This design comes from an exercise in tuning for small area, a short achievable clock period and few clock cycles per item on the open sky130 flow, not from production work. Power is estimated from default activity; no workload was simulated.

## m3p_rle
module m3p_rle (
    input  wire        clk,
    input  wire        rst,         
    input  wire        start,       
    input  wire [1:0]  op,          
    input  wire [15:0] width,       
    input  wire [15:0] src_len,     
    output reg  [1:0]  status,      
    output reg  [1:0]  errcode,     
    output reg  [15:0] dst_len,
    output reg         src_re,
    output reg  [15:0] src_addr,
    input  wire [7:0]  src_rdata,
    output reg         dst_we,
    output reg  [15:0] dst_waddr,
    output reg  [7:0]  dst_wdata,
    output reg         dst_re,
    output reg  [15:0] dst_raddr,
    input  wire [7:0]  dst_rdata
);
Size in the first run: roughly 1,500 cells after synthesis, ~200 flip-flops, about 130 I/O pins.
clock: 12.0 ns
lec_check: 0
cap_margin: 20
core_margin: 2
core_utilization: 40
slew_margin: 20
standard.sh (not shown) runs the stock make flow with config.mk's settings and CLKGATE_MAP_FILE= SYNTH_SCRIPT=/design/flow/synth_recipe.tcl, a recipe that flattens the netlist after the stock synthesis.
==> flow/flow/run.sh <==
#!/bin/bash
# The standard layout with two changes of method, none of the constraints:
#  - every port still gets its own buffer, but a plain buf_1 (repair may size it)
#    instead of the delay-cell buffer buffer_ports picks by default;
#  - timing repair works until the setup slack is at least SETUP_SLACK_MARGIN,
#    i.e. it aims at a shorter period than the clock's (the SDC is unchanged).
set -euo pipefail
export BUFFER_PORTS_ARGS="-buffer_cell sky130_fd_sc_hd__buf_1"
bash standard.sh SETUP_SLACK_MARGIN=8.3 finish > standard_flow.log 2>&1
The baseline went through all stages and came out clean.
Then changed:
--- a/flow/design.v
+++ b/flow/design.v
@@ -25,14 +25,12 @@
                M_ZF = 2'd1,    
                M_LC = 2'd2,    
                M_LD = 2'd3;    
     wire busy = (status == ST_BUSY);
     wire acc  = !busy && start;           
     reg  init;                            
-    reg  err_q;                           
-    reg  neg2, neg3;                      
     reg  bad_w;                           
     wire fpm_i = !op[1] && !op[0] && width[15:1] != 15'd0 &&
                  (!src_len[15] || src_len[14:0] == 15'd0);
     reg [1:0]  opq;
     reg [15:0] ip;         
     reg        imore;      
@@ -58,14 +56,14 @@
     reg [7:0]  x2, n2, nw2, wv;
     reg        cn;         
     wire is_pred = (opq == OP_PREDICT);
     wire is_unp  = (opq == OP_UNPREDICT);
     wire is_enc  = (opq == OP_ENCODE);
     wire filt    = !opq[1];
-    wire fb      = busy && filt && !init && !err_q;
-    wire cb      = busy && !filt && !init && !err_q;
+    wire fb      = busy && filt && !init;
+    wire cb      = busy && !filt && !init;
     wire [15:0] ip_inc = ip + 16'd1;
     wire [16:0] na_inc = na + 17'd1;
     wire f_empty = !src_re && !cap_n && !v2 && !v3;
     wire dx = fb && imore &&                                         
               (is_pred ? (fpm ? (fp != 2'd2) : !ph) : (wide || f_empty));
     wire dn_s = fb && is_pred && (fpm ? (fp == 2'd2) : ph);           
@@ -88,14 +86,14 @@
         begin
             t = {a, 1'b1} + {b ^ {8{s}}, s};
             addsub = t[8:1];
         end
     endfunction
     wire [8:0] nmnw = {1'b0, nq} - {1'b0, n2};    
-    wire [7:0] xw   = addsub(x2, wv, neg3);
-    wire [7:0] dw   = addsub(dq, wv, neg3);
+    wire [7:0] xw   = addsub(x2, wv, is_pred);
+    wire [7:0] dw   = addsub(dq, wv, is_pred);
     wire [7:0] fres = selw ? xw : (seln ? aq : dw);
     wire       nx_nz   = !nv || !nz;
     wire       k_max   = (kw == 8'd255);
     wire       k_lt254 = (kw[7:1] != 7'h7f);
     wire       k_one   = (kw == 8'd1);
     wire       k_two   = (kw == 8'd2);
@@ -139,19 +137,13 @@
                         p_we  = !xz; p_wd = 2'd3;
                         if ((xz || x_one) && !nv) p_fin = 1'b1;
                     end
                 end
                 M_ZF: begin
                     p_we = 1'b1; p_wd = 2'd3;
-                    if (k_two) begin
-                        if (!cv) p_fin = 1'b1;
-                        else if (rv) begin
-                            p_adv = 1'b1;
-                            if (xz && !nv) p_fin = 1'b1;
-                        end
-                    end
+                    if (k_two && !cv) p_fin = 1'b1;
                 end
                 M_LC: begin
                     p_adv = 1'b1;
                     if (xz && !nv) p_fin = 1'b1;
                 end
                 default: begin  
@@ -173,44 +165,38 @@
         if (rst)
             init <= 1'b0;
         else
             init <= acc;
     end
     always @(posedge clk) begin
-        if (rst || !busy)
-            err_q <= 1'b0;
-        else if ((init && bad_w) || (act && p_err))
-            err_q <= 1'b1;
-    end
-    always @(posedge clk) begin
         if (rst) begin
             status  <= ST_IDLE;
             errcode <= ERR_NONE;
         end else if (acc) begin
             status  <= ST_BUSY;
             errcode <= ERR_NONE;
         end else if (init && bad_w) begin
-            errcode <= ERR_INVARG;
-        end else if (err_q) begin
             status  <= ST_ERROR;
+            errcode <= ERR_INVARG;
         end else if (f_done || (cb && fin_q)) begin
             status  <= ST_DONE;
         end else if (act && p_err) begin
+            status  <= ST_ERROR;
             errcode <= ERR_MALFORMED;
         end
     end
     wire dl_ldna = act && is_enc && !md[0] && !z_cont && zw && !cv;
     wire dl_inc1 = (fb && v3) ||
                    (act && ((is_enc && !md[0] && !zw) ||
                             (is_enc && !md[0] && !z_cont && cv && lit1) ||
                             (is_enc && md[0] && (l_cont || cv)) ||
                             (!is_enc && p_we)));
     always @(posedge clk) begin
         if (rst)
             dst_len <= 16'd0;
-        else if (err_q)
+        else if ((act && p_err) || (init && bad_w))
             dst_len <= 16'd0;
         else if (init)
             dst_len <= {15'd0, is_enc};
         else if (dl_ldna)
             dst_len <= na_inc[15:0];
         else if (dl_inc1)
@@ -289,14 +275,12 @@
         end
     end
     always @(posedge clk) begin
         if (!busy) begin
             opq   <= op;
             bad_w <= !op[1] && (width == 16'd0);
-            neg2  <= (op == OP_PREDICT);
-            neg3  <= (op == OP_PREDICT);
             wide  <= (width[15:3] != 13'd0) || (width[2] && width[1:0] != 2'd0);
             fpm   <= fpm_i;
         end
     end
     always @(posedge clk) begin
         if (init) begin
@@ -323,14 +307,14 @@
             isd   <= dn_d;
         end
         nok_c <= nok_i;
         capd  <= isd;
     end
     always @(posedge clk) begin
-        aq  <= addsub(xq, nq, neg2);
-        dq  <= addsub(xq, nmnw[7:0], neg2);
+        aq  <= addsub(xq, nq, is_pred);
+        dq  <= addsub(xq, nmnw[7:0], is_pred);
         cn  <= !nmnw[8];
         x2  <= xq;
         n2  <= nq;
         nw2 <= n2;
     end
     always @(posedge clk) begin
@@ -395,20 +379,13 @@
                     M_ZC: begin
                         kw <= xq;
                         md <= (xz || x_one) ? M_LC : M_ZF;
                     end
                     M_ZF: begin
                         kw <= kw_pm;
-                        if (k_two) begin
-                            if (cv && rv) begin
-                                kw <= xq;
-                                md <= xz ? M_ZC : M_LD;
-                            end else begin
-                                md <= M_LC;
-                            end
-                        end
+                        if (k_two) md <= M_LC;
                     end
                     M_LC: begin
                         kw <= xq;
                         md <= xz ? M_ZC : M_LD;
                     end
                     default: begin
Outcome: Count of clock-buffer cells in the layout went down by 11. Design area went down by about 2.5%. Wire length shrinks by 3.8%. Core utilization drops by 1.0 points. Via count fell by 0.77%. Sequential power shrinks by about 2%. Sequential share of layout area rose by 0.38 points.
Function was not checked in any run of this note: the RTL went through the layout flow alone.

static timing again, ports no longer ideal:
Ports are ideal in the flow. The routed layouts listed here were re-timed in OpenROAD. Step 1, drivers: a clkbuf_16 drives clk and a buf_2 each remaining input, both assumed. Step 2 moves the port delays by t, midway between the first and last clock arrival at a register: inputs arrive t later, outputs are due t later. That takes back most of the time a late clock gives input paths. a / b / c = no drivers / after step 1 / after step 2; a / b = the first two.
run	t, ns	setup slack, ns	worst hold slack (ns)	worst slew at a driven data input, ns
the first run	0.577	8.305 / 8.254 / 7.775	0.350 / 0.350 / 0.350	0.10
the second run	0.490	8.345 / 8.296 / 7.924	0.344 / 0.344 / 0.344	0.06
After both steps every run listed still meets setup and hold. For the first run, which loses most, drivers alone change the setup slack by -0.051 ns; drivers and shift together by -0.530 ns.
